Context: an optimization exercise on an open-source flow, tuned for a short achievable clock period and few clock cycles. The choices shown serve that exercise and are no tape-out recipe. Only simulation tests tie the RTL to the original design; equivalence was not proved.

==> v26: inputs <==
==> flow/design.v (excerpt) <==
module sicxe_core (
    input  wire        clk,
    input  wire        rst,           
    input  wire [15:0] entry_pc,      
    output wire        mem_valid,
    output wire        mem_we,
    output wire [15:0] mem_addr,
    output wire [7:0]  mem_wdata,
    input  wire        mem_ready,
    input  wire [7:0]  mem_rdata,
    output wire        dev_valid,
    output wire [1:0]  dev_op,        
    output wire [7:0]  dev_id,
    output wire [7:0]  dev_wdata,
    input  wire        dev_ready,
    input  wire        dev_flag,      
    input  wire [7:0]  dev_rdata,
    output wire        halted,
    output wire        faulted,
    output wire [2:0]  fault_code,
    output wire [1:0]  cc,
    input  wire [3:0]  dbg_sel,
    output reg  [31:0] dbg_data
);
export LEC_CHECK = 0
export CAP_MARGIN = 20
export CORE_MARGIN = 2
export CORE_UTILIZATION = 30
export PLACE_DENSITY = 0.5
export SETUP_SLACK_MARGIN = 5
export SLEW_MARGIN = 20
create_clock -name core_clock -period 12.0 [get_ports {clk}]
run.sh (not shown) runs the stock make flow with config.mk's settings and CLKGATE_MAP_FILE= SYNTH_SCRIPT=/design/flow/synth_recipe.tcl, a recipe that flattens the netlist after the stock synthesis.
==> v2: changes against v26 <==
--- a/flow/design.v
+++ b/flow/design.v
@@ -38,15 +38,14 @@
                      OP_RSUB = 6'h13, OP_LDCH = 6'h14, OP_STCH = 6'h15,
                      OP_LDT  = 6'h1D, OP_COMPR= 6'h28, OP_CLEAR= 6'h2D,
                      OP_TIXR = 6'h2E, OP_RD   = 6'h36, OP_WD   = 6'h37,
                      OP_TD   = 6'h38;
     localparam [1:0] P_EXE = 2'd0, P_IND = 2'd1, P_ACC = 2'd2, P_DEV = 2'd3;
     reg [23:0] r_a, r_t;
     reg [31:0] r_x;
-    reg [31:0] r_x1;          
     reg [16:0] r_l;
     reg [31:0] r_pc;          
     reg [1:0]  r_cc;
     reg        r_halt, r_flt;
     reg [2:0]  r_fault;
     wire       run = ~r_halt & ~r_flt;
     function [1:0] cmp32(input [31:0] a, input [31:0] b);
@@ -86,17 +85,17 @@
     reg          jf_hit;      
     reg [31:0]   jt;          
     reg [ND-1:0]    dc_v;
     reg [TD-1:0]    dc_tag [0:ND-1];
     reg [7:0]       dc_d   [0:ND-1];
     reg [31:0] qa;
     reg [31:0] qp2, qp3, qp4, qp5, qp6;   
-    reg [3:0]  qs0, qs1, qs2, qs3, qs4, qs5;   
-    reg [4:0]  qv;
-    reg [7:0]  ring [0:15];
+    reg [2:0]  qs0, qs1, qs2, qs3, qs4, qs5;   
+    reg [3:0]  qv;
+    reg [7:0]  ring [0:7];
     reg [15:0] fla;
     reg [15:0] pf;
     reg [5:0]  po;
     reg        pf_busy;       
     reg [15:0] pfb_addr;
     reg        pfb_match;     
     reg        e_valid;
@@ -112,16 +111,14 @@
     reg [15:0] e_opv;         
     reg [1:0]  e_cmp;         
     reg [7:0]  e_id;          
     reg e_lda, e_ldt, e_ldch, e_comp, e_sta, e_stl, e_stx, e_stch;
     reg e_jeq, e_jlt, e_j, e_jsub, e_rsub, e_td, e_rd, e_wd;
     reg e_compr, e_clear, e_tixr, e_imm, e_wx;
     reg e_fj;                 
-    reg e_btw;                
-    reg e_bw;                 
     reg        e_bused;       
     reg [31:0] e_btgt;
     wire e_word  = e_lda | e_ldt | e_comp | e_sta | e_stl | e_stx;
     wire e_store = e_sta | e_stl | e_stx | e_stch;
     wire e_dev   = e_td | e_rd | e_wd;
     wire e_jump  = e_j | e_jsub | e_jeq | e_jlt;
     wire e_last  = e_word ? (e_cnt == 2'd2) : 1'b1;
@@ -195,18 +192,18 @@
         if (pf_done && po == 6'd0 && (!pf_busy || pfb_match)) begin
             f_hit[0]  = 1'b1;
             f_byte[0] = mem_rdata;
         end
     end
     reg [2:0] nfill;
     always @(*) begin
-        if (!f_hit[0] || qv > 5'd15)                   nfill = 3'd0;
-        else if (!f_hit[1] || qv > 5'd14)              nfill = 3'd1;
-        else if (!f_hit[2] || qv > 5'd13)              nfill = 3'd2;
-        else if (!f_hit[3] || qv > 5'd12)              nfill = 3'd3;
+        if (!f_hit[0] || qv > 4'd7)                    nfill = 3'd0;
+        else if (!f_hit[1] || qv > 4'd6)               nfill = 3'd1;
+        else if (!f_hit[2] || qv > 4'd5)               nfill = 3'd2;
+        else if (!f_hit[3] || qv > 4'd4)               nfill = 3'd3;
         else                                           nfill = 3'd4;
     end
     wire [7:0] b0 = ring[qs0];
     wire [7:0] b1 = ring[qs1];
     wire [7:0] b2 = ring[qs2];
     wire [7:0] b3 = ring[qs3];
     wire [7:0] b4 = ring[qs4];
@@ -239,28 +236,28 @@
     reg [2:0]  h_len;
     always @(*) begin
         h_done  = 1'b0;
         h_fault = 3'd0;
         h_len   = d_fmt2 ? 3'd2 : (f_e ? 3'd4 : 3'd3);
         if (qa[31:16] != 16'd0) begin
             h_done = 1'b1; h_fault = F_MEM;
-        end else if (qv == 5'd0) begin
+        end else if (qv == 4'd0) begin
             h_done = 1'b0;
         end else if (!d_legal) begin
             h_done = 1'b1; h_fault = F_INVOP;
         end else if (qa[15:0] == 16'hFFFF) begin
             h_done = 1'b1; h_fault = F_MEM;
-        end else if (qv == 5'd1) begin
+        end else if (qv == 4'd1) begin
             h_done = 1'b0;
         end else if (d_fmt2) begin
             h_done = 1'b1;
         end else if (qa[15:0] > (f_e ? 16'hFFFB : 16'hFFFC)) begin
             h_done = 1'b1; h_fault = F_MEM;
         end else begin
-            h_done = (qv >= {2'b0, h_len});
+            h_done = (qv >= {1'b0, h_len});
         end
         if (h_fault != 3'd0) h_len = 3'd0;
     end
     reg [2:0] d_fault;
     always @(*) begin
         d_fault = h_fault;
         if (d_fault == 3'd0) begin
@@ -274,22 +271,22 @@
     wire [31:0] d_next  = (h_len == 3'd2) ? qp2 : (h_len == 3'd3) ? qp3 :
                           (h_len == 3'd4) ? qp4 : qa;
     wire [11:0] raw12   = {b1[3:0], b2};
     wire [19:0] raw20   = {b1[3:0], b2, b3};
     wire [31:0] d_raw   = f_e ? {12'd0, raw20} : {20'd0, raw12};
     wire        d_neg   = ~f_e & f_bp & raw12[11] & (raw12[10:0] != 11'd0);
     wire [31:0] d_off   = d_neg ? {20'hFFFFF, raw12} : d_raw;
-    wire [31:0] d_ba    = f_bp ? (f_e ? qp4 : qp3) : 32'd0;
+    wire [31:0] d_ba    = f_bp ? d_next : 32'd0;
     wire [31:0] d_bx    = f_x ? r_x : 32'd0;
     wire [31:0] d_bs    = d_ba ^ d_off ^ d_bx;
     wire [31:0] d_bc    = (d_ba & d_off) | (d_ba & d_bx) | (d_off & d_bx);
     wire [31:0] d_base  = d_bs + {d_bc[30:0], 1'b0};
     wire d_pred = ~d_imm & ~d_ind &
                   (d_j | d_jsub | (d_jlt & (f_bp ? d_neg : (d_raw[15:0] < qa[15:0]))));
-    wire [31:0] x_inc = r_x1;
+    wire [31:0] x_inc = r_x + 32'd1;
     function [31:0] reg_read(input [3:0] idx);
         case (idx)
             4'd0: reg_read = {8'd0, r_a};
             4'd1: reg_read = r_x;
             4'd2: reg_read = {15'd0, r_l};
             4'd5: reg_read = {8'd0, r_t};
             4'd7: reg_read = e_pc;
@@ -373,17 +370,15 @@
                     end
                 end
             endcase
         end
     end
     wire x_hazard = e_valid & e_wx & d_uses_x;
     wire [11:0] qa_blk1 = qa[15:4] + 12'd1;
-    wire [11:0] qa_blk2 = qa[15:4] + 12'd2;
-    wire st_hit   = st_xfer && ((eaddr[15:4] == qa[15:4]) || (eaddr[15:4] == qa_blk1) ||
-                                (eaddr[15:4] == qa_blk2));
+    wire st_hit   = st_xfer && ((eaddr[15:4] == qa[15:4]) || (eaddr[15:4] == qa_blk1));
     wire e_acc    = ~e_valid | x_done;
     wire d_go     = run & h_done & e_acc & ~x_redir & ~x_hazard & ~st_hit;
     wire        pf_inc  = pf_done & (~pf_busy | pfb_match);
     wire [15:0] fla_1   = fla + 16'd1;
     wire [15:0] fla_2   = fla + 16'd2;
     wire [15:0] fla_3   = fla + 16'd3;
     wire [15:0] fla_4   = fla + 16'd4;
@@ -395,15 +390,15 @@
     wire [31:0] d_next5 = d_next + 32'd5;
     wire [31:0] d_next6 = d_next + 32'd6;
     wire [31:0] qa_5    = qa + 32'd5;
     wire [31:0] qa_6    = qa + 32'd6;
     wire [31:0] qa_2    = qa + 32'd2;
     wire [31:0] qa_3    = qa + 32'd3;
     wire [31:0] qa_4    = qa + 32'd4;
-    wire [3:0]  qs_b    = d_go ? d_next[3:0] : qa[3:0];
+    wire [2:0]  qs_b    = d_go ? d_next[2:0] : qa[2:0];
     reg          bm_n, bm_q, fm_n, fm_q;
     reg [31:0]   bt_n, bt_q;
     reg          bw;          
     integer      b;
     always @(*) begin
         bm_n = 1'b0; bm_q = 1'b0; bt_n = bt_tgt[0]; bt_q = bt_tgt[0]; bw = bt_rr;
         fm_n = 1'b0; fm_q = 1'b0;
@@ -420,58 +415,64 @@
             if (bt_v[b] && bt_pc[b] == qa[15:0] && qa[31:16] == 16'd0) begin
                 bm_q = 1'b1; bt_q = bt_tgt[b]; bw = b[0];
             end
         end
     end
     wire [TW-1:0] jt_hi  = jt[15:CL2];
     wire [TW-1:0] jt_hi1 = jt[15:CL2] + 1'b1;
-    reg  [7:0]    t_hit;
-    reg  [7:0]    t_byte [0:7];
+    reg  [3:0]    t_hit;
+    reg  [7:0]    t_byte [0:3];
     reg  [CL2:0]  t_i;
     always @(*) begin
-        for (k = 0; k < 8; k = k + 1) begin
+        for (k = 0; k < 4; k = k + 1) begin
             t_i       = {1'b0, jt[CL2-1:0]} + k[CL2:0];
             t_hit[k]  = c_v[t_i[CL2-1:0]] &&
                         (c_tag[t_i[CL2-1:0]] == (t_i[CL2] ? jt_hi1 : jt_hi));
             t_byte[k] = c_d[t_i[CL2-1:0]];
         end
     end
-    wire [3:0]  ntf  = !t_hit[0] ? 4'd0 : !t_hit[1] ? 4'd1 : !t_hit[2] ? 4'd2 :
-                       !t_hit[3] ? 4'd3 : !t_hit[4] ? 4'd4 : !t_hit[5] ? 4'd5 :
-                       !t_hit[6] ? 4'd6 : !t_hit[7] ? 4'd7 : 4'd8;
+    wire [2:0]  ntf  = !t_hit[0] ? 3'd0 : !t_hit[1] ? 3'd1 : !t_hit[2] ? 3'd2 :
+                       !t_hit[3] ? 3'd3 : 3'd4;
     wire [31:0] jt_1 = jt + 32'd1;
     wire [31:0] jt_2 = jt + 32'd2;
     wire [31:0] jt_3 = jt + 32'd3;
     wire [31:0] jt_4 = jt + 32'd4;
     wire [31:0] jt_5 = jt + 32'd5;
     wire [31:0] jt_6 = jt + 32'd6;
-    wire [15:0] jt_n = jt[15:0] + {12'd0, ntf};
+    wire [15:0] jt_n = (ntf == 3'd0) ? jt[15:0] : (ntf == 3'd1) ? jt_1[15:0] :
+                       (ntf == 3'd2) ? jt_2[15:0] : (ntf == 3'd3) ? jt_3[15:0] : jt_4[15:0];
     wire d_btok   = d_pred & ~f_x & (qa[31:16] == 16'd0);
     wire        j_e    = b3[4];
+    wire        j_bp   = b3[6] | b3[5];
+    wire [11:0] j_r12  = {b3[3:0], b4};
+    wire [31:0] j_raw  = j_e ? {12'd0, b3[3:0], b4, b5} : {20'd0, j_r12};
+    wire        j_neg  = ~j_e & j_bp & j_r12[11] & (j_r12[10:0] != 11'd0);
     wire [31:0] j_next = j_e ? qp6 : qp5;
+    wire [31:0] j_tgt  = j_bp ? j_next + (j_neg ? {20'hFFFFF, j_r12} : j_raw) : j_raw;
     wire        fuse   = jf_hit & d_tixr & (h_fault == 3'd0) & (r1 <= 4'd8) &
                          (b2[7:2] == OP_JLT) & (b2[1] == b2[0]) & ~b3[7] &
-                         (qv >= (j_e ? 5'd6 : 5'd5)) & (qa[15:4] != 12'hFFF) &
+                         (j_bp ? j_neg : (j_raw[15:0] < qa[15:0])) &
+                         (qv >= (j_e ? 4'd6 : 4'd5)) & (qa[15:4] != 12'hFFF) &
                          (jt[31:16] == 16'd0) & ~st_jt;
     wire [12:0] jt_blk1 = jt[15:3] + 13'd1;
     wire st_jt    = st_xfer & ((eaddr[15:3] == jt[15:3]) | (eaddr[15:3] == jt_blk1));
     wire btb_use  = d_go & (fuse | (jt_hit & d_btok)) & (jt[31:16] == 16'd0) & ~st_jt;
     wire [5:0]  po_n    = po + {5'd0, pf_inc} - {3'd0, nfill};
     integer i;
-    reg [3:0] slot;
+    reg [2:0] slot;
     always @(posedge clk) begin
         if (rst) begin
-            r_a <= 24'd0; r_t <= 24'd0; r_x <= 32'd0; r_x1 <= 32'd1; r_l <= 17'd0;
+            r_a <= 24'd0; r_t <= 24'd0; r_x <= 32'd0; r_l <= 17'd0;
             r_pc <= {16'd0, entry_pc};
             r_cc <= CC_EQ;
             r_halt <= 1'b0; r_flt <= 1'b0; r_fault <= 3'd0;
             c_v <= {NC{1'b0}};
             bt_v <= {NB{1'b0}}; bt_rr <= 1'b0; jt_hit <= 1'b0; jf_hit <= 1'b0;
             dc_v <= {ND{1'b0}};
-            qa <= {16'd0, entry_pc}; qv <= 5'd0; fla <= entry_pc;
+            qa <= {16'd0, entry_pc}; qv <= 4'd0; fla <= entry_pc;
             pf <= entry_pc; po <= 6'd0; pf_busy <= 1'b0; pfb_addr <= 16'd0;
             pfb_match <= 1'b0;
             e_valid <= 1'b0; e_phase <= P_EXE; e_cnt <= 2'd0;
         end else begin
             if (pf_done) begin
                 c_v[pc_addr[CL2-1:0]]   <= 1'b1;
                 c_tag[pc_addr[CL2-1:0]] <= pc_addr[15:CL2];
@@ -500,21 +501,20 @@
                                 if (e_ldt)  r_t <= e_ta[23:0];
                                 if (e_ldch) r_a[7:0] <= e_ta[7:0];
                                 if (e_comp) r_cc <= cmp32({8'd0, r_a}, e_ta);
                             end
                             if (e_compr) r_cc <= cmp32(reg_read(e_r1), reg_read(e_r2));
                             if (e_tixr) begin
                                 r_x  <= x_inc;
-                                r_x1 <= r_x1 + 32'd1;
                                 r_cc <= tix_cc;
                             end
                             if (e_clear) begin
                                 case (e_r1)
                                     4'd0: r_a <= 24'd0;
-                                    4'd1: begin r_x <= 32'd0; r_x1 <= 32'd1; end
+                                    4'd1: r_x <= 32'd0;
                                     4'd2: r_l <= 17'd0;
                                     4'd5: r_t <= 24'd0;
                                     default: ;
                                 endcase
                             end
                             if (e_jsub) r_l <= e_next;
                         end
@@ -575,18 +575,16 @@
                 r_pc    <= e_pc;
             end
             if (x_done) e_valid <= 1'b0;
             if (e_acc) begin
                 e_valid <= d_go;
                 e_pc    <= qa;
                 e_next  <= fuse ? j_next[16:0] : d_next[16:0];
-                e_ta    <= fuse ? jt : d_imm ? d_raw : d_base;
+                e_ta    <= fuse ? j_tgt : d_imm ? d_raw : d_base;
                 e_fj    <= fuse;
-                e_btw   <= d_btok;
-                e_bw    <= bw;
                 eaddr   <= d_base[15:0];
                 e_fault <= d_fault;
                 e_pred  <= d_pred;
                 e_bused <= btb_use;
                 e_btgt  <= jt;
                 e_r1    <= r1;
                 e_r2    <= r2;
@@ -609,72 +607,68 @@
                     e_phase <= P_EXE;
             end
             qp2 <= btb_use ? jt_2 : d_go ? d_next2 : qa_2;
             qp3 <= btb_use ? jt_3 : d_go ? d_next3 : qa_3;
             qp4 <= btb_use ? jt_4 : d_go ? d_next4 : qa_4;
             qp5 <= btb_use ? jt_5 : d_go ? d_next5 : qa_5;
             qp6 <= btb_use ? jt_6 : d_go ? d_next6 : qa_6;
-            qs0 <= btb_use ? jt[3:0] : qs_b;
-            qs1 <= btb_use ? jt_1[3:0] : qs_b + 4'd1;
-            qs2 <= btb_use ? jt_2[3:0] : qs_b + 4'd2;
-            qs3 <= btb_use ? jt_3[3:0] : qs_b + 4'd3;
-            qs4 <= btb_use ? jt_4[3:0] : qs_b + 4'd4;
-            qs5 <= btb_use ? jt_5[3:0] : qs_b + 4'd5;
+            qs0 <= btb_use ? jt[2:0] : qs_b;
+            qs1 <= btb_use ? jt_1[2:0] : qs_b + 3'd1;
+            qs2 <= btb_use ? jt_2[2:0] : qs_b + 3'd2;
+            qs3 <= btb_use ? jt_3[2:0] : qs_b + 3'd3;
+            qs4 <= btb_use ? jt_4[2:0] : qs_b + 3'd4;
+            qs5 <= btb_use ? jt_5[2:0] : qs_b + 3'd5;
             jt_hit <= (d_go ? bm_n : bm_q) & ~x_redir & ~st_hit & ~(d_go & (d_pred | fuse));
             jf_hit <= (d_go ? fm_n : fm_q) & ~x_redir & ~st_hit & ~(d_go & (d_pred | fuse));
             jt     <= d_go ? bt_n : bt_q;
-            if (run && e_valid && e_btw && e_phase == P_EXE && e_fault == 3'd0) begin
-                bt_v[e_bw]   <= 1'b1;
-                bt_pc[e_bw]  <= e_pc[15:0];
-                bt_pm2[e_bw] <= e_pc[15:0] - 16'd2;
-                bt_tgt[e_bw] <= e_ta;
-            end
-            if (d_go && d_btok && !bm_q) bt_rr <= ~bt_rr;
-            for (b = 0; b < NB; b = b + 1)
-                if (st_xfer && (eaddr[15:2] == bt_pc[b][15:2] ||
-                                eaddr[15:2] == bt_pc[b][15:2] + 14'd1))
-                    bt_v[b] <= 1'b0;
+            if (d_go && d_btok) begin
+                bt_v[bw]   <= 1'b1;
+                bt_pc[bw]  <= qa[15:0];
+                bt_pm2[bw] <= qa[15:0] - 16'd2;
+                bt_tgt[bw] <= d_base;
+                if (!bm_q) bt_rr <= ~bt_rr;
+            end
             if (x_redir) begin
                 pfb_match <= 1'b0;
                 qa  <= x_tgt;
-                qv  <= 5'd0;
+                qv  <= 4'd0;
                 fla <= x_tgt[15:0];
                 pf  <= x_tgt[15:0];
                 po  <= 6'd0;
             end else if (st_hit) begin
-                qv  <= 5'd0;
+                qv  <= 4'd0;
                 fla <= qa[15:0];
-                po  <= po + {1'd0, qv};
+                po  <= po + {2'd0, qv};
             end else if (btb_use) begin
-                for (i = 0; i < 16; i = i + 1) begin
-                    slot = i[3:0] - jt[3:0];
+                for (i = 0; i < 8; i = i + 1) begin
+                    slot = i[2:0] - jt[2:0];
                     if (slot < ntf)
-                        ring[i] <= t_byte[slot[2:0]];
+                        ring[i] <= t_byte[slot[1:0]];
                 end
                 pfb_match <= 1'b0;
                 qa  <= jt;
                 qv  <= {1'b0, ntf};
                 fla <= jt_n;
                 pf  <= jt_n;
                 po  <= 6'd0;
             end else if (d_go && d_pred) begin
                 pfb_match <= 1'b0;
                 qa  <= d_base;
-                qv  <= 5'd0;
+                qv  <= 4'd0;
                 fla <= d_base[15:0];
                 pf  <= d_base[15:0];
                 po  <= 6'd0;
             end else begin
-                for (i = 0; i < 16; i = i + 1) begin
-                    slot = i[3:0] - fla[3:0];
-                    if (slot < {1'b0, nfill})
+                for (i = 0; i < 8; i = i + 1) begin
+                    slot = i[2:0] - fla[2:0];
+                    if (slot < nfill)
                         ring[i] <= f_byte[slot[1:0]];
                 end
                 if (d_go) qa <= d_next;
-                qv  <= qv + {2'b0, nfill} - (d_go ? {2'b0, h_len} : 5'd0);
+                qv  <= qv + {1'b0, nfill} - (d_go ? {1'b0, h_len} : 4'd0);
                 fla <= fla_n;
                 if (po[5]) begin
                     pfb_match <= 1'b0;
                     pf <= fla;
                     po <= 6'd0 - {3'd0, nfill};
                 end else begin
                     if (pf_inc) pf <= pf + 16'd1;
==> summary of the runs <==
- v2 finished with timing, DRC and antenna clean. v26 finished clean.
- Between v2 and v26, the lower worst hold slack is in v2 (gap 0.017 ns).
- Of v26 and v2, v26 has the higher cell count (gap 12%, measured against v2).
- Against v2, the utilization of v26 is lower by 1.2 points.
- Between v26 and v2, the lower setup slack is in v2 (gap 0.69 ns).
- Between v26 and v2, the lower wire length is in v2 (gap 17%, measured against v2).
==> figures <==
| metric | v2 | v26 |
|---|---|---|
| Portion of the layout cell area used by clock cells | 4.36% | 4.56% |
| Diode insertion count for antenna repair | 34 | 62 |
| Quantity of gates resized following cts | 838 | 554 |
| Run status | complete, no violations | complete, no violations |
| Post-synthesis net count | 13600 | 15900 |
| Multi-input logic portion of the cell area | 53.1% | 54.4% |
| First-pass GRT wire length | 1100000 um | 1270000 um |
| First-pass iteration count of the detailed router | 11 | 12 |
| Number of non-clock buffers in the layout | 1324 | 1101 |
| Measured slew at the worst slew-check pin | 1.29 ns | 1.30 ns |
| Fraction of the yosys area taken by sequential cells | 36.6% | 34.9% |
| Min-Delay Endpoint | e_btgt[29] | e_opv[15] |
Testbench counts of v26, summed over its fixed seeds: cycles 169,331.
Testbench counts of v2, summed over its fixed seeds: cycles 174,290.

==> re-timing with driven ports <==
The results above use ideal ports. As a check the final layouts listed here were re-extracted and re-timed, cells and wires unchanged.
Step 1, drivers: a clkbuf_16 drives clk and a buf_2 each remaining input, both assumed.
Step 2, shift: input delay + t, output delay - t, t = (earliest + latest rising clock arrival at the registers) / 2. This alone moves slack from input paths to output paths.
a / b / c = ideal ports / drivers / drivers and shift; a / b = the first two.
| run | t (ns) | setup WS [ns] | worst setup path at the end |
|---|---|---|---|
| v26 | 1.135 | 4.826 / 4.826 / 3.753 | input to register |
| v2 | 1.120 | 4.134 / 4.134 / 3.922 | input to register |
After both steps setup and hold are still met in every run listed. The setup slack of v26, which loses most, moves by 0.000 ns with the drivers and by -1.073 ns with both steps.
